This is an optimization exercise on Yosys and OpenROAD, whose aim is small area, a short achievable clock period and few clock cycles, not a production implementation.
The RTL was checked by simulation tests, not by an equivalence proof against the original design.
Power is estimated from default activity; no workload was simulated.

--- flow/run.sh ---
#!/bin/bash
# Own flow: the standard flow, with the port buffers made from the
# smallest buffer cell instead of the default choice.
set -euo pipefail
# the standard synthesis, unchanged
bash standard.sh synth > synth.log 2>&1
# the rest of the standard flow
bash standard.sh 'BUFFER_PORTS_ARGS=-buffer_cell sky130_fd_sc_hd__buf_1' finish > layout.log 2>&1
--- standard.sh ---
#!/bin/bash
# synth_recipe.tcl (not shown) runs the flow's synth.tcl, then flattens the netlist and writes it again
# the make line also repeats each setting of config.mk as NAME=value (left out here)
make -C /OpenROAD-flow-scripts/flow DESIGN_CONFIG=/design/flow/config.mk WORK_HOME=/design/flow/orfs CLKGATE_MAP_FILE= SYNTH_SCRIPT=/design/flow/synth_recipe.tcl "${@:-finish}"
--- config.mk ---
export PLATFORM = sky130hd
export DESIGN_NAME = gsm7_codec
export DESIGN_NICKNAME = gsm7_codec
export VERILOG_FILES = /design/flow/design.v
export SDC_FILE = /design/flow/constraint.sdc
export NUM_CORES = 4
export LEC_CHECK = 0
export ABC_AREA = 1
export ABC_CLOCK_PERIOD_IN_PS = 3000
export CAP_MARGIN = 20
export CORE_MARGIN = 5
export CORE_UTILIZATION = 25
export CTS_BUF_LIST = sky130_fd_sc_hd__clkbuf_16
export CTS_CLUSTER_DIAMETER = 500
export CTS_CLUSTER_SIZE = 100
export SETUP_SLACK_MARGIN = 5
export SLEW_MARGIN = 20
--- constraint.sdc ---
create_clock -name core_clock -period 8.0 [get_ports {clk}]
set_input_delay 1.6000 -clock core_clock [delete_from_list [all_inputs] [get_ports {clk}]]
set_output_delay 1.6000 -clock core_clock [all_outputs]
set_load 0.01 [all_outputs]
--- design.v ---
module gsm7_c2s(cu, def_hit, sept);
  input [15:0] cu;
  wire [15:0] cu;
  output def_hit;
  wire def_hit;
  output [6:0] sept;
  wire [6:0] sept;
  wire _0_;
  wire _100_;
  wire _101_;
  wire _102_;
  wire _103_;
  wire _104_;
  wire _105_;
  wire _106_;
  wire _107_;
  wire _108_;
  wire _109_;
  wire _10_;
  wire _110_;
  wire _111_;
  wire _112_;
  wire _113_;
  wire _114_;
  wire _115_;
  wire _116_;
  wire _117_;
  wire _118_;
  wire _119_;
  wire _11_;
  wire _120_;
  wire _121_;
  wire _122_;
  wire _123_;
  wire _124_;
  wire _125_;
  wire _126_;
  wire _127_;
  wire _128_;
  wire _129_;
  wire _12_;
  wire _130_;
  wire _131_;
  wire _132_;
  wire _133_;
  wire _134_;
  wire _135_;
  wire _136_;
  wire _137_;
  wire _138_;
  wire _139_;
  wire _13_;
  wire _140_;
  wire _141_;
  wire _142_;
  wire _143_;
  wire _144_;
  wire _145_;
  wire _146_;
  wire _147_;
  wire _148_;
  wire _149_;
  wire _14_;
  wire _150_;
  wire _151_;
  wire _152_;
  wire _153_;
  wire _154_;
  wire _155_;
  wire _156_;
  wire _157_;
  wire _158_;
  wire _159_;
  wire _15_;
  wire _160_;
  wire _161_;
  wire _162_;
  wire _163_;
  wire _164_;
  wire _165_;
  wire _166_;
  wire _167_;
  wire _168_;
  wire _169_;
  wire _16_;
  wire _170_;
  wire _171_;
  wire _172_;
  wire _173_;
  wire _174_;
  wire _175_;
  wire _176_;
  wire _177_;
  wire _178_;
  wire _179_;
  wire _17_;
  wire _180_;
  wire _181_;
  wire _182_;
  wire _183_;
  wire _184_;
  wire _185_;
  wire _186_;
  wire _187_;
  wire _188_;
  wire _189_;
  wire _18_;
  wire _190_;
  wire _191_;
  wire _192_;
  wire _193_;
  wire _194_;
  wire _195_;
  wire _196_;
  wire _197_;
  wire _198_;
  wire _199_;
  wire _19_;
  wire _1_;
  wire _200_;
  wire _201_;
  wire _202_;
  wire _203_;
  wire _204_;
  wire _205_;
  wire _206_;
  wire _207_;
  wire _208_;
  wire _209_;
  wire _20_;
  wire _210_;
  wire _211_;
  wire _212_;
  wire _213_;
  wire _214_;
  wire _215_;
  wire _216_;
  wire _217_;
  wire _218_;
  wire _219_;
  wire _21_;
  wire _220_;
  wire _221_;
  wire _222_;
  wire _223_;
  wire _224_;
  wire _225_;
  wire _226_;
  wire _227_;
  wire _228_;
  wire _229_;
  wire _22_;
  wire _230_;
  wire _231_;
  wire _232_;
  wire _233_;
  wire _234_;
  wire _235_;
  wire _236_;
  wire _237_;
  wire _238_;
  wire _239_;
  wire _23_;
  wire _240_;
  wire _241_;
  wire _242_;
  wire _243_;
  wire _244_;
  wire _245_;
  wire _246_;
  wire _247_;
  wire _248_;
  wire _249_;
  wire _24_;
  wire _250_;
  wire _251_;
  wire _252_;
  wire _253_;
  wire _254_;
  wire _255_;
  wire _256_;
  wire _257_;
  wire _258_;
  wire _259_;
  wire _25_;
  wire _260_;
  wire _261_;
  wire _262_;
  wire _263_;
  wire _264_;
  wire _265_;
  wire _266_;
  wire _267_;
  wire _268_;
  wire _269_;
  wire _26_;
  wire _270_;
  wire _271_;
  wire _272_;
  wire _273_;
  wire _274_;
  wire _275_;
  wire _276_;
  wire _277_;
  wire _278_;
  wire _279_;
  wire _27_;
  wire _280_;
  wire _281_;
  wire _282_;
  wire _283_;
  wire _284_;
  wire _285_;
  wire _286_;
  wire _287_;
  wire _288_;
  wire _289_;
  wire _28_;
  wire _290_;
  wire _291_;
  wire _292_;
  wire _293_;
  wire _294_;
  wire _29_;
  wire _2_;
  wire _30_;
  wire _31_;
  wire _32_;
  wire _33_;
  wire _34_;
  wire _35_;
  wire _36_;
  wire _37_;
  wire _38_;
  wire _39_;
  wire _3_;
  wire _40_;
  wire _41_;
  wire _42_;
  wire _43_;
  wire _44_;
  wire _45_;
  wire _46_;
  wire _47_;
  wire _48_;
  wire _49_;
  wire _4_;
  wire _50_;
  wire _51_;
  wire _52_;
  wire _53_;
  wire _54_;
  wire _55_;
  wire _56_;
  wire _57_;
  wire _58_;
  wire _59_;
  wire _5_;
  wire _60_;
  wire _61_;
  wire _62_;
  wire _63_;
  wire _64_;
  wire _65_;
  wire _66_;
  wire _67_;
  wire _68_;
  wire _69_;
  wire _6_;
  wire _70_;
  wire _71_;
  wire _72_;
  wire _73_;
  wire _74_;
  wire _75_;
  wire _76_;
  wire _77_;
  wire _78_;
  wire _79_;
  wire _7_;
  wire _80_;
  wire _81_;
  wire _82_;
  wire _83_;
  wire _84_;
  wire _85_;
  wire _86_;
  wire _87_;
  wire _88_;
  wire _89_;
  wire _8_;
  wire _90_;
  wire _91_;
  wire _92_;
  wire _93_;
  wire _94_;
  wire _95_;
  wire _96_;
  wire _97_;
  wire _98_;
  wire _99_;
  wire _9_;
  wire [15:0] \u.cu ;
  wire \u.def_hit ;
  wire [7:0] \u.hi ;
  wire [7:0] \u.lo ;
  wire [6:0] \u.sept ;
  assign _270_ = 4'h1 >> { cu[6], cu[7] };
  assign _269_ = 4'h8 >> { cu[0], cu[4] };
  assign _268_ = 4'h8 >> { _269_, cu[3] };
  assign _267_ = 4'h8 >> { _268_, cu[1] };
  assign _266_ = 4'h8 >> { cu[1], cu[3] };
  assign _265_ = 4'h8 >> { _266_, _269_ };
  assign _264_ = 4'h1 >> { cu[1], cu[3] };
  assign _263_ = 4'h8 >> { cu[2], cu[4] };
  assign _262_ = 4'h1 >> { _263_, _264_ };
  assign _261_ = 4'h1 >> { cu[0], cu[4] };
  assign _260_ = 4'h4 >> { _261_, cu[2] };
  assign _259_ = 4'h1 >> { _260_, cu[3] };
  assign _258_ = 4'h1 >> { _259_, _262_ };
  assign _257_ = 4'h1 >> { _258_, cu[7] };
  assign _255_ = 4'h4 >> { _257_, _256_ };
  assign _254_ = 4'h1 >> { _256_, cu[7] };
  assign _253_ = 4'h4 >> { _254_, _258_ };
  assign _251_ = 4'h1 >> { _252_, _270_ };
  assign _250_ = 4'h2 >> { cu[6], cu[3] };
  assign _249_ = 4'h4 >> { _250_, cu[8] };
  assign _248_ = 4'h8 >> { cu[1], cu[2] };
  assign _247_ = 4'h1 >> { cu[1], cu[2] };
  assign _246_ = 4'h1 >> { _247_, _248_ };
  assign _245_ = 4'h4 >> { _246_, cu[7] };
  assign _244_ = 4'h4 >> { _245_, cu[5] };
  assign _243_ = 4'h1 >> { _244_, _249_ };
  assign _242_ = 4'h2 >> { _243_, _251_ };
  assign _241_ = 4'h2 >> { cu[1], cu[2] };
  assign _240_ = 4'h2 >> { cu[6], cu[0] };
  assign _239_ = 4'h1 >> { _240_, _241_ };
  assign _238_ = 4'h1 >> { cu[3], cu[4] };
  assign _237_ = 4'h8 >> { _256_, cu[2] };
  assign _236_ = 4'h8 >> { _248_, _268_ };
  assign _234_ = 4'h1 >> { _235_, _238_ };
  assign _233_ = 4'h1 >> { _234_, _239_ };
  assign _232_ = 4'h4 >> { _233_, cu[0] };
  assign _231_ = 4'h4 >> { _232_, cu[6] };
  assign _230_ = 4'h1 >> { cu[6], cu[0] };
  assign _229_ = 4'h8 >> { _230_, _233_ };
  assign _227_ = 4'h1 >> { _228_, _251_ };
  assign _226_ = 4'h1 >> { cu[7], cu[0] };
  assign _225_ = 4'h4 >> { _226_, cu[1] };
  assign _224_ = 4'h1 >> { cu[0], cu[1] };
  assign _223_ = 4'h4 >> { _224_, cu[7] };
  assign _222_ = 4'h8 >> { _262_, cu[7] };
  assign _221_ = 4'h1 >> { cu[0], cu[8] };
  assign _220_ = 4'h1 >> { _221_, cu[4] };
  assign _219_ = 4'h1 >> { _220_, _222_ };
  assign _217_ = 4'h4 >> { _219_, _218_ };
  assign _216_ = 4'h1 >> { _220_, _218_ };
  assign _215_ = 4'h4 >> { _216_, _222_ };
  assign _213_ = 4'h1 >> { _214_, _227_ };
  assign _212_ = 4'h2 >> { _213_, cu[5] };
  assign _211_ = 4'h1 >> { _212_, _242_ };
  assign _210_ = 4'h4 >> { _227_, cu[4] };
  assign _209_ = 4'h8 >> { cu[0], cu[5] };
  assign _208_ = 4'h8 >> { _209_, _248_ };
  assign _207_ = 4'h1 >> { cu[2], cu[5] };
  assign _206_ = 4'h4 >> { cu[0], cu[4] };
  assign _205_ = 4'h4 >> { _206_, _207_ };
  assign _204_ = 4'h4 >> { _205_, _208_ };
  assign _203_ = 4'h1 >> { _248_, cu[0] };
  assign _202_ = 4'h8 >> { _268_, cu[5] };
  assign _201_ = 4'h1 >> { _202_, _203_ };
  assign _200_ = 4'h8 >> { cu[6], cu[7] };
  assign _199_ = 4'h4 >> { _200_, _262_ };
  assign _198_ = 4'h1 >> { _199_, _201_ };
  assign _197_ = 4'h4 >> { _198_, _227_ };
  assign _196_ = 4'h1 >> { _197_, _204_ };
  assign _195_ = 4'h1 >> { _196_, cu[8] };
  assign sept[4] = 4'h1 >> { _195_, _210_ };
  assign _194_ = 4'h2 >> { cu[3], cu[8] };
  assign _193_ = 4'h8 >> { _194_, _209_ };
  assign _192_ = 4'h4 >> { cu[1], cu[8] };
  assign _191_ = 4'h4 >> { _192_, cu[4] };
  assign _190_ = 4'h8 >> { _191_, cu[2] };
  assign _189_ = 4'h2 >> { cu[1], cu[3] };
  assign _188_ = 4'h2 >> { _189_, cu[6] };
  assign _187_ = 4'h2 >> { cu[0], cu[4] };
  assign _186_ = 4'h8 >> { _187_, cu[3] };
  assign _185_ = 4'h1 >> { _186_, _188_ };
  assign _184_ = 4'h4 >> { _185_, _190_ };
  assign _183_ = 4'h4 >> { _184_, _193_ };
  assign _182_ = 4'h1 >> { _186_, _193_ };
  assign _181_ = 4'h4 >> { _182_, _188_ };
  assign _180_ = 4'h4 >> { _181_, _190_ };
  assign _178_ = 4'h2 >> { _179_, cu[7] };
  assign _177_ = 4'h1 >> { _211_, cu[7] };
  assign _176_ = 4'h4 >> { _189_, cu[5] };
  assign _175_ = 4'h1 >> { _176_, _227_ };
  assign _174_ = 4'h4 >> { _175_, _177_ };
  assign _173_ = 4'h2 >> { _174_, cu[3] };
  assign _172_ = 4'h1 >> { _173_, _178_ };
  assign _171_ = 4'h8 >> { _207_, _266_ };
  assign _170_ = 4'h8 >> { _189_, cu[7] };
  assign _169_ = 4'h1 >> { _170_, _260_ };
  assign _168_ = 4'h2 >> { _169_, cu[5] };
  assign _167_ = 4'h4 >> { _200_, cu[1] };
  assign _166_ = 4'h8 >> { _167_, cu[0] };
  assign _165_ = 4'h1 >> { _166_, _168_ };
  assign _164_ = 4'h4 >> { _165_, _171_ };
  assign _163_ = 4'h1 >> { _166_, _171_ };
  assign _162_ = 4'h4 >> { _163_, _168_ };
  assign _160_ = 4'h1 >> { _161_, _227_ };
  assign _159_ = 4'h4 >> { cu[6], cu[4] };
  assign _158_ = 4'h1 >> { _191_, _200_ };
  assign _157_ = 4'h1 >> { _158_, _159_ };
  assign _156_ = 4'h2 >> { _157_, _175_ };
  assign _155_ = 4'h2 >> { _156_, cu[2] };
  assign _154_ = 4'h2 >> { cu[6], cu[7] };
  assign _153_ = 4'h1 >> { _154_, _248_ };
  assign _152_ = 4'h2 >> { _153_, _221_ };
  assign _151_ = 4'h1 >> { _152_, _155_ };
  assign _150_ = 4'h4 >> { _151_, _160_ };
  assign _149_ = 4'h1 >> { _152_, _160_ };
  assign _148_ = 4'h4 >> { _149_, _155_ };
  assign _147_ = 4'h4 >> { _227_, cu[1] };
  assign _146_ = 4'h8 >> { _247_, _269_ };
  assign _145_ = 4'h8 >> { _207_, cu[7] };
  assign _144_ = 4'h1 >> { _145_, cu[5] };
  assign _143_ = 4'h8 >> { _144_, cu[7] };
  assign _142_ = 4'h1 >> { _143_, _146_ };
  assign _141_ = 4'h2 >> { _142_, cu[3] };
  assign _140_ = 4'h8 >> { _159_, cu[5] };
  assign _139_ = 4'h8 >> cu[6:5];
  assign _138_ = 4'h4 >> { _139_, cu[4] };
  assign _137_ = 4'h2 >> { cu[5], cu[8] };
  assign _135_ = 4'h1 >> { _137_, _136_ };
  assign _134_ = 4'h1 >> { _135_, cu[3] };
  assign _133_ = 4'h1 >> { _134_, cu[2] };
  assign _132_ = 4'h4 >> { _136_, cu[3] };
  assign _131_ = 4'h4 >> { _194_, cu[5] };
  assign _130_ = 4'h1 >> { _131_, cu[2] };
  assign _129_ = 4'h4 >> { _130_, _132_ };
  assign _128_ = 4'h8 >> { _206_, cu[5] };
  assign _127_ = 4'h4 >> { _209_, cu[4] };
  assign _126_ = 4'h2 >> { _167_, cu[2] };
  assign _124_ = 4'h4 >> { _126_, _125_ };
  assign _122_ = 4'h1 >> { _124_, _123_ };
  assign _121_ = 4'h1 >> { _122_, _141_ };
  assign _120_ = 4'h8 >> { _176_, cu[6] };
  assign _119_ = 4'h8 >> { _261_, cu[8] };
  assign _118_ = 4'h1 >> { _119_, _120_ };
  assign _117_ = 4'h8 >> { _118_, _251_ };
  assign _116_ = 4'h8 >> { _117_, _121_ };
  assign _115_ = 4'h2 >> { _119_, _121_ };
  assign _114_ = 4'h8 >> { _115_, _251_ };
  assign _113_ = 4'h4 >> { _114_, _120_ };
  assign _112_ = 4'h1 >> { _125_, _167_ };
  assign _111_ = 4'h2 >> { _112_, cu[2] };
  assign _110_ = 4'h4 >> { _238_, cu[2] };
  assign _109_ = 4'h8 >> { _110_, _139_ };
  assign _108_ = 4'h8 >> { _194_, _207_ };
  assign _107_ = 4'h1 >> { _108_, _119_ };
  assign _106_ = 4'h4 >> { _107_, _109_ };
  assign _105_ = 4'h4 >> { _106_, _120_ };
  assign _104_ = 4'h4 >> { _105_, _111_ };
  assign _103_ = 4'h8 >> { _104_, _251_ };
  assign _102_ = 4'h4 >> { _103_, _141_ };
  assign sept[1] = 4'h1 >> { _101_, _147_ };
  assign _100_ = 4'h2 >> { _192_, _238_ };
  assign _99_ = 4'h1 >> { _100_, _268_ };
  assign _98_ = 4'h4 >> { _248_, cu[7] };
  assign _97_ = 4'h1 >> { _98_, _99_ };
  assign _96_ = 4'h2 >> { _97_, _177_ };
  assign _95_ = 4'h8 >> { _139_, _264_ };
  assign _94_ = 4'h2 >> { _136_, cu[1] };
  assign _93_ = 4'h4 >> { _159_, cu[0] };
  assign _92_ = 4'h1 >> { _93_, _209_ };
  assign _91_ = 4'h2 >> { _92_, cu[2] };
  assign _90_ = 4'h1 >> { _145_, _250_ };
  assign _89_ = 4'h4 >> { _90_, _91_ };
  assign _88_ = 4'h1 >> { _89_, _94_ };
  assign _87_ = 4'h1 >> { _88_, _95_ };
  assign _86_ = 4'h4 >> { _87_, _96_ };
  assign _85_ = 4'h2 >> { _86_, _251_ };
  assign _84_ = 4'h8 >> { _97_, _251_ };
  assign _83_ = 4'h2 >> { _84_, cu[0] };
  assign _82_ = 4'h1 >> { _83_, _85_ };
  assign _81_ = 4'h8 >> { _139_, _245_ };
  assign _80_ = 4'h1 >> { _81_, _199_ };
  assign _79_ = 4'h1 >> { _80_, cu[0] };
  assign _78_ = 4'h1 >> { _208_, _252_ };
  assign _77_ = 4'h1 >> { _78_, _270_ };
  assign _76_ = 4'h4 >> { _247_, cu[3] };
  assign _75_ = 4'h4 >> { _264_, cu[2] };
  assign _73_ = 4'h1 >> { _74_, _250_ };
  assign _72_ = 4'h4 >> { cu[7], cu[8] };
  assign _71_ = 4'h4 >> { _72_, _73_ };
  assign _70_ = 4'h1 >> { _71_, _77_ };
  assign _69_ = 4'h4 >> { _70_, _79_ };
  assign _68_ = 4'h1 >> { _71_, _79_ };
  assign _67_ = 4'h4 >> { _68_, _77_ };
  assign _66_ = 4'h2 >> { _238_, cu[5] };
  assign _65_ = 4'h1 >> { _209_, _269_ };
  assign _64_ = 4'h1 >> { _65_, _66_ };
  assign _63_ = 4'h1 >> { _266_, cu[4] };
  assign _62_ = 4'h4 >> { _63_, _64_ };
  assign _61_ = 4'h2 >> { _62_, cu[5] };
  assign _60_ = 4'h1 >> { _186_, cu[5] };
  assign _59_ = 4'h8 >> { _187_, _241_ };
  assign _58_ = 4'h8 >> { _59_, _60_ };
  assign _57_ = 4'h1 >> { _60_, _246_ };
  assign _56_ = 4'h1 >> { _57_, _58_ };
  assign _55_ = 4'h2 >> { _59_, _60_ };
  assign _54_ = 4'h2 >> { _60_, _246_ };
  assign _53_ = 4'h1 >> { _54_, _55_ };
  assign _51_ = 4'h4 >> { _52_, _61_ };
  assign _50_ = 4'h4 >> { _64_, cu[2] };
  assign _49_ = 4'h8 >> { _50_, cu[1] };
  assign _48_ = 4'h4 >> { cu[1], cu[2] };
  assign _47_ = 4'h8 >> { _48_, _64_ };
  assign _45_ = 4'h1 >> { _46_, _51_ };
  assign _44_ = 4'h8 >> { _154_, cu[9] };
  assign _43_ = 4'h8 >> { _44_, cu[8] };
  assign _42_ = 4'h8 >> cu[9:8];
  assign _41_ = 4'h8 >> { _42_, _154_ };
  assign _39_ = 4'h4 >> { _40_, _45_ };
  assign _38_ = 4'h8 >> { _167_, _261_ };
  assign _37_ = 4'h1 >> { _233_, _270_ };
  assign _36_ = 4'h4 >> { _37_, _38_ };
  assign _35_ = 4'h1 >> { _38_, _270_ };
  assign _34_ = 4'h4 >> { _35_, _233_ };
  assign _33_ = 4'h8 >> { _189_, _205_ };
  assign _32_ = 4'h8 >> { _260_, _266_ };
  assign _31_ = 4'h1 >> { _32_, cu[5] };
  assign _30_ = 4'h4 >> { _31_, _33_ };
  assign _29_ = 4'h1 >> { _32_, _33_ };
  assign _28_ = 4'h4 >> { _29_, cu[5] };
  assign _27_ = 4'h1 >> { _33_, cu[5] };
  assign _26_ = 4'h4 >> { _27_, _32_ };
  assign _23_ = 4'h1 >> { _24_, _25_ };
  assign _22_ = 4'h4 >> { _144_, _234_ };
  assign _21_ = 4'h2 >> { cu[0], cu[1] };
  assign _20_ = 4'h4 >> { _21_, _207_ };
  assign _19_ = 4'h4 >> { _20_, _260_ };
  assign _18_ = 4'h1 >> { _19_, _146_ };
  assign _17_ = 4'h1 >> { _18_, cu[3] };
  assign _16_ = 4'h8 >> { _20_, _259_ };
  assign _15_ = 4'h4 >> { _146_, cu[3] };
  assign _14_ = 4'h1 >> { _15_, _16_ };
  assign _13_ = 4'h1 >> { _206_, cu[5] };
  assign _12_ = 4'h2 >> { _13_, _247_ };
  assign _11_ = 4'h8 >> { _12_, cu[3] };
  assign _10_ = 4'h8 >> { _247_, cu[3] };
  assign _9_ = 4'h4 >> { _10_, _13_ };
  assign _8_ = 4'h8 >> { _170_, _187_ };
  assign _6_ = 4'h1 >> { _8_, _7_ };
  assign _5_ = 4'h4 >> { _6_, _252_ };
  assign _3_ = 4'h8 >> { _5_, _4_ };
  assign _2_ = 4'h1 >> { _7_, _252_ };
  assign _1_ = 4'h2 >> { _8_, _4_ };
  assign _0_ = 4'h8 >> { _1_, _2_ };
  assign _293_ = 4'h4 >> { _294_, _22_ };
  assign _292_ = 4'h4 >> { _6_, _15_ };
  assign _291_ = 4'h4 >> { _292_, _16_ };
  assign _290_ = 4'h1 >> { _22_, _252_ };
  assign _289_ = 4'h8 >> { _290_, _291_ };
  assign _287_ = 4'h2 >> { _288_, cu[6] };
  assign _286_ = 4'h1 >> { _287_, _23_ };
  assign _285_ = 4'h1 >> cu[9:8];
  assign _284_ = 4'h4 >> { _285_, _286_ };
  assign _283_ = 4'h1 >> { _284_, _39_ };
  assign _282_ = 4'h1 >> cu[11:10];
  assign _281_ = 4'h1 >> { cu[15], cu[12] };
  assign _280_ = 4'h8 >> { _281_, _282_ };
  assign _279_ = 4'h4 >> { _280_, cu[13] };
  assign _278_ = 4'h4 >> { _279_, cu[14] };
  assign _277_ = 4'h1 >> cu[13:12];
  assign _276_ = 4'h1 >> cu[15:14];
  assign _275_ = 4'h8 >> { _276_, _277_ };
  assign _274_ = 4'h8 >> { _275_, _282_ };
  assign def_hit = 4'h4 >> { _273_, _283_ };
  assign _256_ = 4'he >> { _267_, _265_ };
  assign _252_ = 4'he >> { _255_, _253_ };
  assign _235_ = 4'he >> { _237_, _236_ };
  assign _228_ = 4'he >> { _231_, _229_ };
  assign _218_ = 4'he >> { _225_, _223_ };
  assign _214_ = 4'he >> { _217_, _215_ };
  assign _179_ = 4'he >> { _183_, _180_ };
  assign _161_ = 4'he >> { _164_, _162_ };
  assign _272_ = 4'he >> { _150_, _148_ };
  assign _136_ = 4'he >> { _140_, _138_ };
  assign _123_ = 4'he >> { _133_, _129_ };
  assign _125_ = 4'he >> { _128_, _127_ };
  assign _101_ = 8'hfe >> { _116_, _113_, _102_ };
  assign _74_ = 4'he >> { _76_, _75_ };
  assign _271_ = 4'he >> { _69_, _67_ };
  assign _52_ = 4'hb >> { _56_, _53_ };
  assign _46_ = 4'he >> { _49_, _47_ };
  assign _40_ = 4'he >> { _43_, _41_ };
  assign _25_ = 4'he >> { _36_, _34_ };
  assign _24_ = 8'hfe >> { _30_, _28_, _26_ };
  assign _4_ = 4'hb >> { _17_, _14_ };
  assign _7_ = 4'he >> { _11_, _9_ };
  assign _294_ = 4'he >> { _3_, _0_ };
  assign _288_ = 4'he >> { _293_, _289_ };
  assign _273_ = 4'he >> { _278_, _274_ };
  assign sept[5] = 2'h1 >> _211_;
  assign sept[3] = 2'h1 >> _172_;
  assign sept[2] = 2'h1 >> _272_;
  assign sept[0] = 2'h1 >> _82_;
  assign sept[6] = 2'h1 >> _271_;
  assign \u.lo  = cu[7:0];
  assign \u.hi  = cu[15:8];
  assign \u.sept  = sept;
  assign \u.def_hit  = def_hit;
  assign \u.cu  = cu;
endmodule
module gsm7_s2c(esc, sept, lo, g, e, esc_ok);
  input esc;
  wire esc;
  input [6:0] sept;
  wire [6:0] sept;
  output [7:0] lo;
  wire [7:0] lo;
  output g;
  wire g;
  output e;
  wire e;
  output esc_ok;
  wire esc_ok;
  wire _0_;
  wire _100_;
  wire _101_;
  wire _102_;
  wire _103_;
  wire _104_;
  wire _105_;
  wire _106_;
  wire _107_;
  wire _108_;
  wire _109_;
  wire _10_;
  wire _110_;
  wire _111_;
  wire _112_;
  wire _113_;
  wire _114_;
  wire _115_;
  wire _116_;
  wire _117_;
  wire _118_;
  wire _119_;
  wire _11_;
  wire _120_;
  wire _121_;
  wire _122_;
  wire _123_;
  wire _124_;
  wire _125_;
  wire _126_;
  wire _127_;
  wire _128_;
  wire _129_;
  wire _12_;
  wire _130_;
  wire _131_;
  wire _132_;
  wire _133_;
  wire _134_;
  wire _135_;
  wire _136_;
  wire _137_;
  wire _138_;
  wire _139_;
  wire _13_;
  wire _140_;
  wire _141_;
  wire _142_;
  wire _143_;
  wire _144_;
  wire _145_;
  wire _146_;
  wire _147_;
  wire _148_;
  wire _149_;
  wire _14_;
  wire _150_;
  wire _151_;
  wire _152_;
  wire _153_;
  wire _154_;
  wire _155_;
  wire _156_;
  wire _157_;
  wire _158_;
  wire _159_;
  wire _15_;
  wire _160_;
  wire _161_;
  wire _162_;
  wire _163_;
  wire _164_;
  wire _165_;
  wire _166_;
  wire _167_;
  wire _168_;
  wire _169_;
  wire _16_;
  wire _170_;
  wire _171_;
  wire _172_;
  wire _173_;
  wire _174_;
  wire _175_;
  wire _176_;
  wire _177_;
  wire _178_;
  wire _179_;
  wire _17_;
  wire _180_;
  wire _181_;
  wire _182_;
  wire _183_;
  wire _184_;
  wire _185_;
  wire _186_;
  wire _187_;
  wire _188_;
  wire _189_;
  wire _18_;
  wire _190_;
  wire _191_;
  wire _192_;
  wire _193_;
  wire _194_;
  wire _195_;
  wire _196_;
  wire _197_;
  wire _198_;
  wire _199_;
  wire _19_;
  wire _1_;
  wire _200_;
  wire _201_;
  wire _202_;
  wire _203_;
  wire _204_;
  wire _205_;
  wire _206_;
  wire _207_;
  wire _208_;
  wire _209_;
  wire _20_;
  wire _210_;
  wire _211_;
  wire _212_;
  wire _213_;
  wire _214_;
  wire _215_;
  wire _216_;
  wire _217_;
  wire _218_;
  wire _219_;
  wire _21_;
  wire _220_;
  wire _221_;
  wire _222_;
  wire _223_;
  wire _224_;
  wire _225_;
  wire _226_;
  wire _227_;
  wire _228_;
  wire _229_;
  wire _22_;
  wire _230_;
  wire _231_;
  wire _232_;
  wire _233_;
  wire _234_;
  wire _235_;
  wire _236_;
  wire _237_;
  wire _238_;
  wire _239_;
  wire _23_;
  wire _240_;
  wire _241_;
  wire _242_;
  wire _243_;
  wire _244_;
  wire _245_;
  wire _246_;
  wire _247_;
  wire _248_;
  wire _249_;
  wire _24_;
  wire _250_;
  wire _251_;
  wire _252_;
  wire _253_;
  wire _254_;
  wire _255_;
  wire _256_;
  wire _257_;
  wire _258_;
  wire _25_;
  wire _26_;
  wire _27_;
  wire _28_;
  wire _29_;
  wire _2_;
  wire _30_;
  wire _31_;
  wire _32_;
  wire _33_;
  wire _34_;
  wire _35_;
  wire _36_;
  wire _37_;
  wire _38_;
  wire _39_;
  wire _3_;
  wire _40_;
  wire _41_;
  wire _42_;
  wire _43_;
  wire _44_;
  wire _45_;
  wire _46_;
  wire _47_;
  wire _48_;
  wire _49_;
  wire _4_;
  wire _50_;
  wire _51_;
  wire _52_;
  wire _53_;
  wire _54_;
  wire _55_;
  wire _56_;
  wire _57_;
  wire _58_;
  wire _59_;
  wire _5_;
  wire _60_;
  wire _61_;
  wire _62_;
  wire _63_;
  wire _64_;
  wire _65_;
  wire _66_;
  wire _67_;
  wire _68_;
  wire _69_;
  wire _6_;
  wire _70_;
  wire _71_;
  wire _72_;
  wire _73_;
  wire _74_;
  wire _75_;
  wire _76_;
  wire _77_;
  wire _78_;
  wire _79_;
  wire _7_;
  wire _80_;
  wire _81_;
  wire _82_;
  wire _83_;
  wire _84_;
  wire _85_;
  wire _86_;
  wire _87_;
  wire _88_;
  wire _89_;
  wire _8_;
  wire _90_;
  wire _91_;
  wire _92_;
  wire _93_;
  wire _94_;
  wire _95_;
  wire _96_;
  wire _97_;
  wire _98_;
  wire _99_;
  wire _9_;
  wire [15:0] cu;
  wire [15:0] \u.cu ;
  wire \u.esc ;
  wire \u.esc_ok ;
  wire [6:0] \u.sept ;
  wire [15:0] \u.x ;
  assign _239_ = 4'h4 >> { sept[0], sept[2] };
  assign _238_ = 4'h1 >> { sept[3], sept[4] };
  assign _237_ = 4'h2 >> { sept[1], sept[6] };
  assign _236_ = 4'h8 >> { _237_, _238_ };
  assign _235_ = 4'h2 >> { esc, sept[2] };
  assign _234_ = 4'h2 >> { _235_, _236_ };
  assign _233_ = 4'h4 >> { _234_, _239_ };
  assign _232_ = 4'h1 >> { _235_, _239_ };
  assign _231_ = 4'h8 >> { _232_, _236_ };
  assign _230_ = 4'h1 >> { sept[1], sept[4] };
  assign _229_ = 4'h1 >> { _230_, sept[3] };
  assign _228_ = 4'h2 >> { _229_, esc };
  assign _227_ = 4'h2 >> { sept[0], sept[2] };
  assign _226_ = 4'h4 >> { _227_, sept[1] };
  assign _225_ = 4'h1 >> { sept[0], sept[1] };
  assign _224_ = 4'h8 >> { _225_, sept[2] };
  assign _222_ = 4'h8 >> { _223_, _238_ };
  assign _221_ = 4'h2 >> { _222_, sept[5] };
  assign _220_ = 4'h4 >> { _221_, _228_ };
  assign _219_ = 4'h2 >> { _228_, sept[5] };
  assign _218_ = 4'h4 >> { _219_, _222_ };
  assign _216_ = 4'h1 >> { _217_, sept[6] };
  assign _214_ = 4'h1 >> { _216_, _215_ };
  assign _213_ = 4'h2 >> { sept[2], sept[4] };
  assign _212_ = 4'h2 >> { sept[1], sept[3] };
  assign _211_ = 4'h2 >> { _212_, sept[0] };
  assign _210_ = 4'h2 >> { _211_, _213_ };
  assign _209_ = 4'h1 >> { _235_, sept[1] };
  assign _208_ = 4'h2 >> { sept[3], sept[4] };
  assign _207_ = 4'h4 >> { _208_, _209_ };
  assign _206_ = 4'h1 >> { _207_, _210_ };
  assign g = 4'h1 >> { _206_, _214_ };
  assign _205_ = 4'h8 >> { _213_, sept[1] };
  assign _204_ = 4'h4 >> { sept[1], sept[2] };
  assign _203_ = 4'h8 >> { _204_, sept[4] };
  assign _202_ = 4'h8 >> { _238_, sept[0] };
  assign _201_ = 4'h2 >> { sept[0], sept[4] };
  assign _200_ = 4'h1 >> { sept[2], sept[6] };
  assign _199_ = 4'h4 >> { _200_, sept[3] };
  assign _198_ = 4'h4 >> { _199_, _201_ };
  assign _197_ = 4'h1 >> { sept[2], sept[3] };
  assign _196_ = 4'h1 >> { _201_, sept[6] };
  assign _195_ = 4'h8 >> { _196_, _197_ };
  assign _193_ = 4'h1 >> { _194_, esc };
  assign _192_ = 4'h1 >> { _193_, _202_ };
  assign _190_ = 4'h4 >> { _192_, _191_ };
  assign _189_ = 4'h8 >> { sept[3], sept[4] };
  assign _188_ = 4'h8 >> { _189_, sept[6] };
  assign _187_ = 4'h4 >> { _188_, _210_ };
  assign _186_ = 4'h2 >> { _187_, _214_ };
  assign _185_ = 4'h8 >> { sept[0], sept[4] };
  assign _184_ = 4'h2 >> { _185_, sept[3] };
  assign _183_ = 4'h1 >> { _184_, _212_ };
  assign _182_ = 4'h1 >> { _183_, _210_ };
  assign _181_ = 4'h4 >> { sept[0], sept[1] };
  assign _180_ = 4'h4 >> { sept[2], sept[4] };
  assign _179_ = 4'h8 >> { _180_, _181_ };
  assign _178_ = 4'h4 >> { _204_, sept[0] };
  assign _177_ = 4'h1 >> { _178_, _179_ };
  assign _176_ = 4'h4 >> { _181_, sept[4] };
  assign _175_ = 4'h1 >> { _176_, _204_ };
  assign _174_ = 4'h1 >> { _175_, _239_ };
  assign _172_ = 4'h8 >> { _173_, _182_ };
  assign _171_ = 4'h1 >> { _172_, _186_ };
  assign lo[7] = 4'h4 >> { _171_, _190_ };
  assign _170_ = 4'h8 >> { _192_, _230_ };
  assign _169_ = 4'h4 >> { esc, sept[0] };
  assign _168_ = 4'h8 >> { sept[1], sept[6] };
  assign _167_ = 4'h1 >> { _168_, _213_ };
  assign _166_ = 4'h1 >> { _167_, sept[5] };
  assign _165_ = 4'h2 >> { _166_, sept[3] };
  assign _164_ = 4'h1 >> { _165_, _169_ };
  assign _163_ = 4'h4 >> { _180_, sept[5] };
  assign _162_ = 4'h8 >> { sept[1], sept[3] };
  assign _161_ = 4'h2 >> { _162_, _163_ };
  assign _160_ = 4'h8 >> { _181_, _213_ };
  assign _159_ = 4'h1 >> { _160_, _161_ };
  assign _158_ = 4'h1 >> { _159_, sept[3] };
  assign _157_ = 4'h4 >> { _181_, sept[6] };
  assign _156_ = 4'h1 >> { sept[1], sept[6] };
  assign _155_ = 4'h8 >> { _156_, sept[0] };
  assign _154_ = 4'h1 >> { sept[0], sept[5] };
  assign _153_ = 4'h2 >> { _154_, sept[2] };
  assign _151_ = 4'h4 >> { _153_, _152_ };
  assign _150_ = 4'h4 >> { _189_, _200_ };
  assign _149_ = 4'h4 >> { _150_, _151_ };
  assign _148_ = 4'h1 >> { _149_, _158_ };
  assign _147_ = 4'h8 >> { _148_, _164_ };
  assign _146_ = 4'h2 >> { _149_, _164_ };
  assign _145_ = 4'h4 >> { _146_, _158_ };
  assign _143_ = 4'h4 >> { _144_, _186_ };
  assign _142_ = 4'h4 >> { _143_, _170_ };
  assign _141_ = 4'h1 >> { _171_, sept[6] };
  assign lo[6] = 4'h1 >> { _141_, _142_ };
  assign _140_ = 4'h1 >> { _168_, _230_ };
  assign _139_ = 4'h8 >> { _140_, sept[2] };
  assign _138_ = 4'h4 >> { _139_, _163_ };
  assign _137_ = 4'h2 >> { _163_, sept[2] };
  assign _136_ = 4'h8 >> { _137_, _140_ };
  assign _135_ = 4'h4 >> { esc, sept[2] };
  assign _134_ = 4'h2 >> { sept[0], sept[1] };
  assign _133_ = 4'h1 >> { _197_, _239_ };
  assign _132_ = 4'h2 >> { sept[0], sept[3] };
  assign _131_ = 4'h1 >> { _132_, sept[2] };
  assign _129_ = 4'h1 >> { _130_, _134_ };
  assign _128_ = 4'h1 >> { _129_, _135_ };
  assign _126_ = 4'h1 >> { _128_, _127_ };
  assign _125_ = 4'h1 >> { _126_, _202_ };
  assign _124_ = 4'h2 >> { _125_, _171_ };
  assign _123_ = 4'h8 >> { _171_, esc };
  assign _122_ = 4'h2 >> { _123_, sept[5] };
  assign _121_ = 4'h1 >> { _156_, sept[3] };
  assign _120_ = 4'h1 >> { _121_, _152_ };
  assign _119_ = 4'h1 >> { _120_, _239_ };
  assign _118_ = 4'h8 >> { _119_, _171_ };
  assign _117_ = 4'h2 >> { _120_, _171_ };
  assign _116_ = 4'h4 >> { _117_, _239_ };
  assign _114_ = 4'h1 >> { _115_, _122_ };
  assign _113_ = 4'h4 >> { _114_, _124_ };
  assign _112_ = 4'h1 >> { _115_, _124_ };
  assign _111_ = 4'h1 >> { _119_, _202_ };
  assign _110_ = 4'h4 >> { _111_, _126_ };
  assign _109_ = 4'h2 >> { _110_, _171_ };
  assign _107_ = 4'h1 >> { _108_, _122_ };
  assign _106_ = 4'h2 >> { _180_, sept[5] };
  assign _105_ = 4'h1 >> { esc, sept[3] };
  assign _104_ = 4'h8 >> { _134_, _180_ };
  assign _103_ = 4'h2 >> { _104_, _105_ };
  assign _102_ = 4'h1 >> { _103_, _181_ };
  assign _101_ = 4'h1 >> { _102_, _106_ };
  assign _100_ = 4'h2 >> { _101_, _171_ };
  assign _99_ = 4'h2 >> { _115_, sept[4] };
  assign _98_ = 4'h1 >> { _99_, _100_ };
  assign _97_ = 4'h8 >> { _143_, sept[6] };
  assign _96_ = 4'h1 >> { _230_, _237_ };
  assign _95_ = 4'h1 >> { _96_, _97_ };
  assign _94_ = 4'h4 >> { _171_, _197_ };
  assign _93_ = 4'h4 >> { _94_, _95_ };
  assign _92_ = 4'h1 >> { _191_, _223_ };
  assign _91_ = 4'h2 >> { _92_, _140_ };
  assign _90_ = 4'h1 >> { _185_, sept[5] };
  assign _89_ = 4'h2 >> { _90_, _197_ };
  assign _88_ = 4'h1 >> { _89_, _91_ };
  assign _87_ = 4'h2 >> { _180_, _184_ };
  assign _86_ = 4'h2 >> { _87_, _88_ };
  assign _85_ = 4'h1 >> { sept[1], sept[3] };
  assign _84_ = 4'h1 >> { _85_, _162_ };
  assign _83_ = 4'h1 >> { _84_, _86_ };
  assign _82_ = 4'h2 >> { _83_, _159_ };
  assign _81_ = 4'h4 >> { _82_, esc };
  assign _80_ = 4'h4 >> { _159_, esc };
  assign _79_ = 4'h4 >> { _80_, _83_ };
  assign _77_ = 4'h8 >> { _78_, _93_ };
  assign lo[4] = 4'h1 >> { _77_, _98_ };
  assign _76_ = 4'h4 >> { _127_, _212_ };
  assign _75_ = 4'h4 >> { _76_, _134_ };
  assign _74_ = 4'h1 >> { _134_, _212_ };
  assign _73_ = 4'h8 >> { _74_, _127_ };
  assign _71_ = 4'h1 >> { _72_, _186_ };
  assign _70_ = 4'h8 >> { _71_, _78_ };
  assign _69_ = 4'h4 >> { _186_, sept[3] };
  assign lo[3] = 4'h1 >> { _69_, _70_ };
  assign _68_ = 4'h1 >> { _97_, _186_ };
  assign _67_ = 4'h2 >> { _68_, sept[2] };
  assign _66_ = 4'h1 >> { _204_, sept[4] };
  assign _65_ = 4'h4 >> { _66_, _225_ };
  assign _64_ = 4'h1 >> { _225_, sept[4] };
  assign _63_ = 4'h4 >> { _64_, _204_ };
  assign _62_ = 4'h4 >> { _201_, _209_ };
  assign _61_ = 4'h2 >> { esc, sept[1] };
  assign _60_ = 4'h1 >> { _61_, sept[3] };
  assign _59_ = 4'h1 >> { _60_, _238_ };
  assign _58_ = 4'h2 >> { esc, sept[4] };
  assign _57_ = 4'h1 >> { _58_, sept[3] };
  assign _56_ = 4'h1 >> { _57_, _85_ };
  assign _54_ = 4'h4 >> { _55_, _62_ };
  assign _52_ = 4'h4 >> { _54_, _53_ };
  assign _51_ = 4'h1 >> { _204_, _225_ };
  assign _50_ = 4'h2 >> { _51_, sept[3] };
  assign _49_ = 4'h2 >> { _60_, sept[4] };
  assign _48_ = 4'h1 >> { _49_, _50_ };
  assign _47_ = 4'h1 >> { _48_, _62_ };
  assign _46_ = 4'h2 >> { _227_, sept[1] };
  assign _45_ = 4'h8 >> { sept[0], sept[1] };
  assign _44_ = 4'h1 >> { _45_, _204_ };
  assign _43_ = 4'h1 >> { _213_, sept[5] };
  assign _42_ = 4'h8 >> { _43_, _105_ };
  assign _40_ = 4'h8 >> { _42_, _41_ };
  assign _39_ = 4'h8 >> { _41_, _105_ };
  assign _38_ = 4'h4 >> { _105_, _204_ };
  assign _37_ = 4'h4 >> { _38_, _45_ };
  assign _35_ = 4'h8 >> { _36_, _43_ };
  assign _32_ = 4'h1 >> { _33_, _34_ };
  assign _31_ = 4'h1 >> { _32_, _149_ };
  assign _30_ = 4'h1 >> { _31_, _186_ };
  assign _29_ = 4'h1 >> { _30_, _67_ };
  assign _28_ = 4'h2 >> { _68_, sept[1] };
  assign _27_ = 4'h4 >> { _149_, sept[6] };
  assign _26_ = 4'h2 >> { esc, sept[0] };
  assign _25_ = 4'h8 >> { _26_, _230_ };
  assign _24_ = 4'h4 >> { _181_, esc };
  assign _23_ = 4'h4 >> { _24_, sept[4] };
  assign _22_ = 4'h4 >> { _176_, esc };
  assign _20_ = 4'h1 >> { _21_, _132_ };
  assign _19_ = 4'h1 >> { _20_, sept[2] };
  assign _18_ = 4'h2 >> { _19_, _88_ };
  assign _17_ = 4'h4 >> { _18_, _27_ };
  assign _16_ = 4'h1 >> { _17_, _186_ };
  assign _15_ = 4'h1 >> { _16_, _28_ };
  assign _14_ = 4'h2 >> { _93_, sept[0] };
  assign _13_ = 4'h4 >> { _97_, _181_ };
  assign _12_ = 4'h4 >> { _213_, sept[1] };
  assign _11_ = 4'h1 >> { _12_, esc };
  assign _10_ = 4'h2 >> { _11_, _132_ };
  assign _9_ = 4'h1 >> { _213_, esc };
  assign _8_ = 4'h2 >> { _61_, _132_ };
  assign _7_ = 4'h4 >> { _8_, _9_ };
  assign _6_ = 4'h1 >> { _84_, esc };
  assign _5_ = 4'h8 >> { _6_, _139_ };
  assign _4_ = 4'h8 >> { _140_, _235_ };
  assign _3_ = 4'h4 >> { _4_, _84_ };
  assign _1_ = 4'h1 >> { _2_, _104_ };
  assign _258_ = 4'h4 >> { _1_, _0_ };
  assign _257_ = 4'h1 >> { _0_, _104_ };
  assign _256_ = 4'h4 >> { _257_, _2_ };
  assign _254_ = 4'h2 >> { _255_, _171_ };
  assign _253_ = 4'h1 >> { _254_, _13_ };
  assign _252_ = 4'h4 >> { _253_, _14_ };
  assign e = 4'h8 >> { _215_, sept[0] };
  assign _251_ = 4'h1 >> { _72_, _106_ };
  assign _250_ = 4'h1 >> { _251_, sept[6] };
  assign _249_ = 4'h1 >> { _250_, _236_ };
  assign _248_ = 4'h4 >> { _182_, _204_ };
  assign _240_ = 4'h1 >> { _154_, _179_ };
  assign _241_ = 4'h1 >> { _240_, _163_ };
  assign _242_ = 4'h4 >> { _154_, _163_ };
  assign _243_ = 4'h8 >> { _137_, _176_ };
  assign _244_ = 4'h1 >> { _243_, _242_ };
  assign _246_ = 4'h4 >> { _245_, _248_ };
  assign esc_ok = 4'h1 >> { _246_, _249_ };
  assign _215_ = 4'he >> { _233_, _231_ };
  assign _223_ = 4'he >> { _226_, _224_ };
  assign _217_ = 4'he >> { _220_, _218_ };
  assign _191_ = 4'he >> { _205_, _203_ };
  assign _194_ = 4'he >> { _198_, _195_ };
  assign _173_ = 4'hb >> { _177_, _174_ };
  assign _152_ = 4'he >> { _157_, _155_ };
  assign _144_ = 4'he >> { _147_, _145_ };
  assign _127_ = 4'he >> { _138_, _136_ };
  assign _130_ = 4'hb >> { _133_, _131_ };
  assign _115_ = 4'he >> { _118_, _116_ };
  assign _108_ = 4'hb >> { _112_, _109_ };
  assign _247_ = 4'he >> { _113_, _107_ };
  assign _78_ = 4'he >> { _81_, _79_ };
  assign _72_ = 4'he >> { _75_, _73_ };
  assign _53_ = 4'he >> { _65_, _63_ };
  assign _55_ = 4'he >> { _59_, _56_ };
  assign _34_ = 4'he >> { _52_, _47_ };
  assign _41_ = 4'hb >> { _46_, _44_ };
  assign _36_ = 4'he >> { _39_, _37_ };
  assign _33_ = 4'he >> { _40_, _35_ };
  assign _21_ = 8'hfe >> { _25_, _23_, _22_ };
  assign _0_ = 4'he >> { _10_, _7_ };
  assign _2_ = 4'he >> { _5_, _3_ };
  assign _255_ = 4'he >> { _258_, _256_ };
  assign _245_ = 4'hb >> { _241_, _244_ };
  assign lo[5] = 2'h1 >> _247_;
  assign lo[2] = 2'h1 >> _29_;
  assign lo[1] = 2'h1 >> _15_;
  assign lo[0] = 2'h1 >> _252_;
  assign { \u.x [15:14], \u.x [12:9] } = { 5'h00, \u.x [8] };
  assign \u.esc_ok  = esc_ok;
  assign \u.cu  = { 2'h0, e, 3'h0, g, g, lo };
  assign \u.sept  = sept;
  assign \u.esc  = esc;
  assign cu = { 2'h0, e, 3'h0, g, g, lo };
endmodule
module gsm7_codec (
    input  wire        clk,
    input  wire        rst,
    input  wire        cmd_valid,
    output wire        cmd_ready,
    input  wire        cmd_dec,       
    input  wire [2:0]  cmd_pad,       
    input  wire [8:0]  cmd_len,       
    input  wire        in_valid,
    output wire        in_ready,
    input  wire [15:0] in_data,
    output reg         out_valid,
    output wire [15:0] out_data,
    output reg         done,
    output wire        done_err,
    output wire [8:0]  done_pos,
    output wire        done_escp
);
    localparam [6:0] ESC_MARK = 7'h1B;
    reg         busy;        
    reg         fresh;       
    reg         dec;         
    reg         cmd_rdy;
    reg         in_rdy;
    reg         fin;         
    reg  [8:0]  cnt;         
    reg         zw;          
    reg  [15:0] w;           
    reg         v0, v1;      
    reg         wesc;        
    reg         half;        
    reg  [2:0]  n;           
    reg  [6:0]  acc;         
    reg         esc;
    reg         err;
    reg  [8:0]  pos;         
    reg  [7:0]  out_lo;      
    reg         out_g;       
    reg         out_e;       
    assign cmd_ready = cmd_rdy;
    assign in_ready  = in_rdy;
    assign done_err  = err;
    assign done_pos  = pos;
    assign done_escp = esc;
    assign out_data  = {2'b00, out_e, 3'b000, out_g, out_g, out_lo};
    wire cmd_acc = cmd_valid & cmd_rdy;
    wire in_acc  = in_valid & in_rdy;
    wire        c_def;
    wire [6:0]  c_sept;
    gsm7_c2s u_c2s (.cu(w), .def_hit(c_def), .sept(c_sept));
    wire        e_tok  = busy && !dec && v0;             
    wire        e_two  = e_tok && wesc && !half;          
    wire        e_cons = e_tok && !e_two;                 
    wire [6:0]  e_sept = !e_tok ? 7'd0 : e_two ? ESC_MARK : c_sept;
    wire [14:0] e_comb = {8'd0, acc} | ({8'd0, e_sept} << n);
    wire        e_emit = e_tok && (n != 3'd0);            
    wire        e_lastt = e_cons && (cnt == 9'd0);        
    wire        e_left = (n != 3'd1);
    wire        e_done = fin || (e_lastt && !(e_emit && e_left));
    wire        e_out  = fin ? (n != 3'd0) : (e_emit || e_lastt);
    wire [7:0]  il = in_data[7:0];
    wire        in_esc = ((in_data[15:8] == 8'h00) &&
                          (il == 8'h5B || il == 8'h5C || il == 8'h5D || il == 8'h5E ||
                           il == 8'h7B || il == 8'h7C || il == 8'h7D || il == 8'h7E)) ||
                         (in_data == 16'h20AC);
    wire [15:0] d_win  = w >> n;
    wire [6:0]  d_sept = d_win[6:0];
    wire        d_ext  = busy && dec && (cnt != 9'd0) && v0 && (n <= 3'd1 || v1);
    wire        d_shift = d_ext && (n != 3'd0);           
    wire        d_mark = (d_sept == ESC_MARK);
    wire [7:0]  d_lo;
    wire        d_g, d_e, d_eok;
    gsm7_s2c u_s2c (.esc(esc), .sept(d_sept), .lo(d_lo), .g(d_g), .e(d_e), .esc_ok(d_eok));
    wire        d_bad  = d_ext && !d_mark && esc && !d_eok;
    wire        d_out  = d_ext && !d_mark;
    wire        d_lastt = d_ext && (cnt == 9'd1);
    wire        d_done = d_lastt || (zw && in_acc) || (fin && dec);
    wire        a0 = d_shift ? v1 : v0;
    wire        a1 = d_shift ? 1'b0 : v1;
    wire        to1 = in_acc && a0;                       
    wire        fin_done = dec ? d_done : e_done;
    wire        busy_n = cmd_acc || (busy && !fin_done);
    wire [8:0]  cnt_n  = cmd_acc ? cmd_len :
                         (!dec && in_acc) || d_ext ? cnt - 9'd1 : cnt;
    wire [2:0]  n_n    = cmd_acc ? cmd_pad :
                         (e_tok || d_ext) ? n - 3'd1 : n;
    wire        dec_n  = cmd_acc ? cmd_dec : dec;
    wire        v0_n   = !cmd_acc && (dec ? (a0 || in_acc) : ((v0 && !e_cons) || in_acc));
    wire        v1_n   = !cmd_acc && dec && (a1 || to1);
    wire        c_ge1 = (cnt != 9'd0);
    wire        c_ge2 = (cnt[8:1] != 8'd0);
    wire        c_ge3 = (cnt[8:2] != 7'd0) || (cnt[1:0] == 2'd3);
    wire        c_ge4 = (cnt[8:2] != 7'd0);
    wire        nz_n  = d_ext ? c_ge2 : c_ge1;
    wire        ge3_n = d_ext ? c_ge4 : c_ge3;
    wire        eq2_n = d_ext ? (c_ge3 && !c_ge4) : (c_ge2 && !c_ge3);
    wire        eq1_n = d_ext ? (c_ge2 && !c_ge3) : (c_ge1 && !c_ge2);
    wire [2:0]  p_n   = d_ext ? n - 3'd1 : n;
    wire        dn_need = !a0 ? nz_n :
                          ge3_n || (eq2_n && (!a1 || p_n > 3'd2)) || (eq1_n && !a1 && p_n >= 3'd2);
    wire        dn_rdy  = busy && !d_lastt && !fin && (zw || dn_need) && (!(a0 && a1) || p_n != 3'd0);
    wire        da_need = ge3_n || (eq2_n && (!a0 || p_n > 3'd2)) || (eq1_n && !a0 && p_n >= 3'd2);
    wire        da_rdy  = !zw && da_need && (!a0 || p_n != 3'd0);
    wire        en_rdy  = busy && c_ge1;
    wire        ea_rdy  = (cnt != 9'd1) && !in_esc;
    wire        new_rdy = (cmd_len != 9'd0) || (cmd_dec && cmd_pad != 3'd0);
    wire        zw_n    = cmd_acc ? (cmd_dec && cmd_len == 9'd0 && cmd_pad != 3'd0) :
                          (zw && !in_acc);
    wire        fin_n   = cmd_acc ? (cmd_len == 9'd0 && !(cmd_dec && cmd_pad != 3'd0)) :
                          (e_lastt && e_emit && e_left);
    wire        end_n   = fin_n ||
                          (!cmd_acc && dec && !d_lastt && !fin && eq1_n &&
                           (in_acc ? (a0 || p_n <= 3'd1) : (a0 && (a1 || p_n <= 3'd1))));
    wire        rdy_n   = cmd_acc ? new_rdy :
                          in_acc  ? (dec ? da_rdy : ea_rdy) :
                                    (dec ? dn_rdy : en_rdy);
    always @(posedge clk) begin
        if (rst) begin
            busy      <= 1'b0;
            cmd_rdy   <= 1'b0;
            in_rdy    <= 1'b0;
            fin       <= 1'b0;
            v0        <= 1'b0;
            v1        <= 1'b0;
            out_valid <= 1'b0;
            done      <= 1'b0;
        end else begin
            busy      <= busy_n;
            cmd_rdy   <= !busy_n || end_n;
            in_rdy    <= rdy_n;
            v0        <= busy_n && v0_n;
            v1        <= busy_n && v1_n;
            fin       <= fin_n;
            out_valid <= dec ? d_out : e_out;
            done      <= busy && fin_done;
        end
    end
    always @(posedge clk) begin
        dec  <= dec_n;
        cnt  <= cnt_n;
        n    <= n_n;
        zw   <= zw_n;
        half <= e_two;
        fresh <= cmd_acc;
        if (in_acc) wesc <= in_esc;
        if (in_acc) begin
            if (!dec || !to1) w[7:0] <= in_data[7:0];
            if (!dec)         w[15:8] <= in_data[15:8];
            else if (to1)     w[15:8] <= in_data[7:0];
        end else if (d_shift) begin
            w[7:0] <= w[15:8];
        end
        if (in_acc && dec && !to1 && d_shift) w[7:0] <= in_data[7:0];
        if (in_acc && dec && to1 && d_shift) w[7:0] <= w[15:8];
        if (cmd_acc)
            acc <= 7'd0;
        else if (e_tok)
            acc <= (n != 3'd0) ? e_comb[14:8] : e_comb[6:0];
        out_lo <= dec ? d_lo : e_comb[7:0];
        out_g  <= dec && d_g;
        out_e  <= dec && d_e;
        if (fresh) begin
            esc <= 1'b0;
            err <= 1'b0;
            pos <= 9'h1FF;
        end else begin
            if (d_ext) esc <= d_mark;
            if ((e_cons && !(c_def || wesc)) || d_bad) err <= 1'b1;
            if (((e_tok && !half) || d_ext) && !err)
                pos <= pos + 9'd1;
        end
    end
endmodule
==> results by group, run 1 <==
Status
  • Status: timing/DRC/antenna clean

Pwr
  • Leakage power: just under 3 nW
  • Maximum vdd drop: 0.0001129 V
  • Pwr Density: ~150 nW/um2

Critical path
  • Worst setup EP type: register
  • R2r startpoint: n[0]
  • Worst-path maximum fanout: 15
  • Reg2Reg Depth: 19
  • R2r setup slk: 5210 ps
  • CP startpoint: in_valid
  • Reg2reg end: out_lo[0]
  • CP required: between 8000 and 9000 ps
  • Critical path arrival: about 2900 ps
  • Startpoint Class: input port
  • Setup CP Type: in2reg

Cells and area
  • Fin util: 0.2980
  • Area Overhead vs Synth: 16.80%
  • N_diodes: 0
  • Final net count: between 1000 and 1500
  • Share of layout cells above drive strength 1: 0.1179

Placed design
  • Placer Congestion: about 0.95
  • Pre-CTS setup slack: roughly 4300 ps
  • Buffers on Ports: 58
  • DP HPWL: 13.29 mm

CTS
  • CTS root buf: clkbuf_16
  • H-tree levels: 3
  • Worst skew pair latency: approximately 340 ps
  • Maximum clock path buffer count: 2
  • Cts hold-fix bufs: 0
  • CTS sink cnt: 69
  • TritonCTS clock tree: done
  • TritonCTS Buffers: 9
  • Clk slew on worst S/H paths: 50 ps

STA
  • Part of the cycle the worst path needs: 0.3545
  • Fin. max-slew vios: 0
  • Relative slew slack: 0.5263
  • Final setup margin: between 5000 and 6000 ps
  • Worst slew pin tran: 705.8 ps
  • Final setup TNS: 0 ps
  • Unrepaired setup endpoints after global routing: true
  • Min Clock Period, post-route: ~2800 ps
  • Setup violators final: 0
  • Fmax: 352.6 MHz
  • Clock Skews: a little under 8 ps
  • Final hold vios: 0

Global route
  • GRT overflow: 0
  • GRT Resource Usage Total: 0.1348
  • Initial antenna violation count: 0
  • Largest net degree at the start of global routing: 27
  • First-pass GRT wire length: between 20 and 30 mm
  • Vias in the first global route: 5841

Synth
  • EDFF count, synth: 30
  • Synth top area share: 0.1658
  • Sequential area share after synthesis: 0.2902
  • Adder-Cell Fraction of Synth Area: 0.03023
  • Multiplexer share of the synthesized area: 0.001943
  • Main synth FF type: dfxtp_1
  • Yosys reg bits: just under 70
  • Largest area contributor in the netlist: nand2_1
  • Largest cells by area after synthesis: nand2_1, edfxtp_1, dfxtp_1
  • Ys Warns: 1
  • Synth Area in XOR/XNOR: 0.01058
  • Simple-gate share of the synthesized area: 0.3492
  • Most frequent cell after synthesis: nand2_1
  • Count of cell types in the netlist: 60
  • Largest family of logic cells by synthesized area: simple AND/OR/NAND/NOR gates
  • Post-synthesis instance total: 910
  • Mapped cell area: 5794 um2
  • Avg Inst Size Synth: 6.367 um2
  • Synth top cells by count: nand2_1, inv_1, nor2_1
  • Fraction of registers with async set/reset: 0
  • Synth Area in Compound Gates: 0.2049

Die
  • Die X: around 160 um
  • Die Footprint: ~26000 um2
  • Die H: ~160 um
  • Initial Utilization: 0.2552
  • Rows: 55
  • Io pins: 64
  • CORE AREA: 22710 um2

Routing
  • DR DRC count: 0
  • Per-cell routed wire length: between 10 and 15 um
  • Avg Vias per Cell: about 5.0
  • WL final: 18.01 mm
  • DR vias: 6307
  • Final ANT Viol Nets: 0
  • Pre-antenna DRT Iters: 5
  • Iteration-0 DRC count of the detailed router: between 500 and 600

Worst hold path
  • Min-delay src: pos[8]
  • Hold path endpoint: pos[8]
  • Hold path depth: 1
  • Hold Path Class: reg2reg

Run
  • Maxcap violations: 0
through the flow:
| stage | total power, mW | instance area, um2 | hold WS, ps | instances |
|---|---|---|---|---|
| after floorplan | 0.6156 | 5809 | 480.3 | 914 |
| final | 1.045 | 6768 | 468.9 | 1269 |
| after global placement | 0.6830 | 6145 | 452.9 | 1216 |
| after CTS | 1.035 | 6481 | 471.6 | 1240 |
| after global routing | 1.108 | 6768 | 499.1 | 1269 |
| after detailed placement | 0.6806 | 6145 | 462.8 | 1216 |
layer usage:
layer,share of wire,vias to the layer above,track usage
li1,-,3177,-
met1,0.45,2877,0.1788
met2,0.48,224,0.2245
met3,0.056,29,0.01802
met4,0.021,0,0.04844
met5,0,-,0
flip-flops by register name, indices dropped and copies added, names as in the netlist, 3 cells and up:
name,flops
w,16
cnt,9
pos,9
out_lo,8
acc,7
n,3
worst max-delay path by stage:
stage	endpoint	slack, ps	cells past startpoint
floorplan	w[6]	5070	5
global placement	v0	4480	15
detailed placement	v0	4320	15
CTS	out_lo[0]	5000	16
global route	out_lo[0]	4910	19
finish	w[6]	5160	7
worst max-delay path: stages:
cell and delay (ps):
buf_1 80, nand2_2 160, nor2_1 180, inv_1 90, o31ai_1 230, buf_4 230
mux2_2 340
kinds of logic after synthesis:
kind of cell,count (synthesis)
DFF,69
buffers and inverters,149
muxes,1
adders and majority gates,14
xor gates and xnor gates,7
other,1
AOI/OAI and AO/OA,202
and+or+nand+nor,467
placed cells by master (no fill, tap or decap), types with 6 or more instances in the layout:
master	instances
o21ai_1	21
nand4_1	10
buf_4	34
inv_1	87
clkbuf_16	9
edfxtp_1	30
nand2_1	252
buf_1	58
inv_2	15
nor2_1	80
nand3_1	69
o211ai_1	10
o21ai_2	6
ha_1	14
nand2_2	8
dfxtp_1	39
a31oi_1	11
nor3_1	14
a21oi_1	49
nor2_2	8
o21ai_0	68
report_power, final:
| group | total, mW | switching, mW | internal, mW |
|---|---|---|---|
| Clock | 0.344 | 0.142 | 0.202 |
| Sequential | 0.405 | 0.0143 | 0.391 |
| Combinational | 0.296 | 0.199 | 0.0969 |
| Total | 1.04 | 0.355 | 0.689 |
final cells by class:
cell class / instances / area, um2
Inverter: 107 / 421.7
Sequential cell: 69 / 1682
Tap cell: 285 / 356.6
Clock inverter: 7 / 27.53
Timing Repair Buffer: 95 / 509.2
Fill cell: 2525 / 15940
Clock buffer: 9 / 225.2
Timing Repair inverter: 1 / 5.005
Multi-Input combinational cell: 696 / 3541
repair_timing:
item                       CTS  global route
resized for setup            9            18
pin swaps                    1             3
gates cloned                 1             0
setup buffers                7            29
setup endpoints to repair   54            23
Testbench counts, summed over its fixed seeds: cycles 15,854.
==> run 2: changes to the inputs <==
==> flow/run.sh (replaced) <==
#!/bin/bash
set -euo pipefail
# the standard synthesis, unchanged
bash standard.sh synth > synth.log 2>&1
# the rest of the standard flow
bash standard.sh 'BUFFER_PORTS_ARGS=-buffer_cell sky130_fd_sc_hd__buf_1' \
    SETUP_SLACK_MARGIN=5.15 finish > layout.log 2>&1
--- a/config.mk
+++ b/config.mk
@@ -11,7 +11,6 @@
 export CORE_MARGIN = 5
 export CORE_UTILIZATION = 25
-export CTS_BUF_LIST = sky130_fd_sc_hd__clkbuf_16
-export CTS_CLUSTER_DIAMETER = 500
-export CTS_CLUSTER_SIZE = 100
+export CTS_BUF_LIST = sky130_fd_sc_hd__clkbuf_4 sky130_fd_sc_hd__clkbuf_8
+export CTS_CLUSTER_SIZE = 30
 export SETUP_SLACK_MARGIN = 5
 export SLEW_MARGIN = 20
==> run 2 against run 1 <==
Against the previous run: routed wire length increased by 4.7%; critical path depth down 1; flip-flop and latch count stayed put; fmax up 2.9%; via count increased by 4.9%; global-route usage fell by 0.22 points; count of clock-buffer cells in the layout grew 6; sequential power about the same; non-clock buffer count increased by 28; sequential share of layout area fell by 1.2 points; first-iteration DRC count grew 55%; clock power fell by 19%; critical path type unchanged.
==> results by group, run 2 <==
Cells and area
  • Fillers: 2509 (-0.63%)
  • Max FFs per register: 16 (unchanged)
  • Final net count: 1056 (+2.9%)
  • Largest regs: w (16), cnt (9), pos (9)
  • Most common cell after layout, fill and taps aside: nand2_1
  • Final std cells w/o fill: 1299 (+2.4%)
  • N_diodes: 0 (unchanged)
  • Share of layout cells above drive strength 1: 0.1726 (+0.05470)
  • Commonest non-fill, non-tap cells in the layout: nand2_1, inv_1, nor2_1
  • Largest Register: w
  • Area Overhead vs Synth: 22.54%

Global route
  • GRT Resource Usage Total: 0.1327 (-0.002157)
  • GRT Max-Usage Layer: met2
  • Met1 global-route usage: 0.1761 (-0.002648)
  • Vias in the first global route: 5918 (+1.3%)
  • GRT overflow: 0 (unchanged)
  • Grt met2 use: 0.2190 (-0.005495)
  • Initial antenna violation count: 0 (unchanged)
  • Largest net degree at the start of global routing: 27 (unchanged)
  • First-pass GRT wire length: 29.19 mm (-0.35%)
  • GR Util met3: 0.02030 (+0.002284)

Critical path
  • CP required: 8100 ps (about the same)
  • Worst-path maximum fanout: 11 (-4)
  • Startpoint Class: input port
  • Worst setup EP type: register
  • Setup CP Type: in2reg
  • Critical path arrival: 2860 ps (-60 ps)

Synth
  • EDFF count, synth: 30 (unchanged)
  • Synth top area share: 0.1658 (unchanged)
  • Yosys reg bits: 69 (unchanged)
  • Largest area contributor in the netlist: nand2_1
  • Largest cells by area after synthesis: nand2_1, edfxtp_1, dfxtp_1
  • Count of cell types in the netlist: 60 (unchanged)
  • Ys Warns: 1 (unchanged)
  • Sequential area share after synthesis: 0.2902 (unchanged)
  • Fraction of registers with async set/reset: 0 (unchanged)
  • Synth top cells by count: nand2_1, inv_1, nor2_1
  • Post-synthesis instance total: 910 (unchanged)
  • Main synth FF type: dfxtp_1
  • Most frequent cell after synthesis: nand2_1
  • Mapped cell area: 5794 um2 (unchanged)
  • Avg Inst Size Synth: 6.367 um2 (unchanged)

Pwr
  • Final Power: 1.022 mW (-2.1%)
  • Pwr Density: 144.0 nW/um2 (-6.7%)
  • Maximum vdd drop: 0.0001041 V (-7.8%)
  • Leakage power: 3.025 nW (+4.5%)

CTS
  • CTS sink cnt: 69 (unchanged)
  • TritonCTS Buffers: 9 (unchanged)
  • Worst skew pair latency: 360 ps (+20 ps)
  • CTS root buf: clkbuf_8
  • H-tree levels: 3 (unchanged)
  • Cts hold-fix bufs: 0 (unchanged)
  • TritonCTS clock tree: done
  • Clk slew on worst S/H paths: 70 ps (+20 ps)
  • Maximum clock path buffer count: 2 (unchanged)

Routing
  • Per-cell routed wire length: 14.52 um (+2.3%)
  • Final ANT Viol Nets: 0 (unchanged)
  • Iteration-0 DRC count of the detailed router: 794 (+55%)
  • DR DRC count: 0 (unchanged)
  • Pre-antenna DRT Iters: 6 (+1)
  • Avg Vias per Cell: 5.092 (+2.4%)
  • DR vias: 6614 (+4.9%)
  • WL final: 18.86 mm (+4.7%)

Placed design
  • Inst Count DP: 1215 (-0.082%)
  • DP HPWL: 13.37 mm (+0.66%)
  • Buffers on Ports: 58 (unchanged)
  • Placer Congestion: 0.9528 (+0.11%)

Die
  • Initial Utilization: 0.2552 (unchanged)
  • Die Footprint: 26320 um2 (unchanged)
  • Io pins: 64 (unchanged)
  • Die H: 162.2 um (unchanged)
  • Rows: 55 (unchanged)
  • CORE AREA: 22710 um2 (unchanged)
  • Die X: 162.2 um (unchanged)

STA
  • Hold slack: 475.5 ps (+6.630 ps)
  • Final hold vios: 0 (unchanged)
  • Fmax: 362.9 MHz (+2.9%)
  • Final setup TNS: 0 ps (unchanged)
  • Fin. max-slew vios: 0 (unchanged)
  • Part of the cycle the worst path needs: 0.3444 (-0.01006)
  • Clock Skews: 10.36 ps (+2.489 ps)
  • Min Clock Period, post-route: 2755 ps (-80.50 ps)
  • Setup violators final: 0 (unchanged)
  • Unrepaired setup endpoints after global routing: true

Run
  • Maxcap violations: 0 (unchanged)

Status
  • Status: timing/DRC/antenna clean

Worst hold path
  • Hold Path Class: reg2reg
[run 2: cell types whose count changed in the layout (fill, tap and decap cells not counted), sizes merged]
cell / before / now
buf: 94 / 123
clkinv: 6 / 5
clkinvlp: 2 / 4
nand2: 263 / 265
inv: 107 / 100
clkbuf: 10 / 15
[run 2: area by class of cell]
cell class,instances,area [um2],area share
Inverter,107,429.2,0.06044
Clock inverter,1,5.005,0.0007048
Clock buffer,15,187.7,0.02643
Sequential cell,69,1682,0.2368
Tap cell,285,356.6,0.05022
Timing Repair Buffer,123,763.2,0.1075
Timing Repair inverter,1,7.507,0.001057
Multi-Input combinational cell,698,3670,0.5168
[run 2: cells by family after synthesis]
logic type | synth area share
buffers and inverters | 0.1123
adder cells (fa/ha/maj) | 0.03023
AND/OR/NAND/NOR | 0.3492
XOR/XNOR | 0.01058
flip-flops | 0.2902
other | 0.0006472
multiplexers | 0.001943
AO/OA/AOI/OAI | 0.2049
[run 2: metrics by stage]
step                utilization  area (um2)  setup slack, ps
floorplan                     -        5814             5119
global placement         0.2705        6142             4433
detailed placement       0.2705        6142             4325
CTS                      0.2872        6521             5096
global route             0.3127        7101             5040
finish                   0.3127        7101             5245
[run 2: layer usage]
layer,vias to the layer above,wire [um],part of all wire
met5,-,0,0
met4,0,546,0.029
met3,67,1335,0.071
met2,314,8733,0.46
met1,2986,8242,0.44
li1,3247,-,-
[run 2: what timing repair did]
action,in CTS,in global routing
resized for setup,13,44
setup buffers,15,50
cloned,1,2
pin swaps,2,10
setup endpoints to repair,60,48
[run 2: worst max-delay path, cell delays in order]
cell and delay, ps:
buf_1 70, nand2_1 240, nor2_1 210, inv_1 110
o31ai_4 270, mux2_2 350
[run 2: final timing paths]
| kind | to | cells past startpoint | slack (ps) | start |
|---|---|---|---|---|
| worst max-delay path | w[6] | 6 | 5240 | in_valid |
| worst min-delay path | pos[8] | 1 | 480 | pos[8] |
| worst max register to register | out_lo[3] | 15 | 5260 | n[0] |
| worst min register to register | pos[8] | 1 | 480 | pos[8] |
[run 2: report_power, final]
group	switching [mW]	total (mW)	internal (mW)
combinational	0.216	0.337	0.121
sequential	0.0152	0.405	0.390
clock	0.131	0.280	0.148
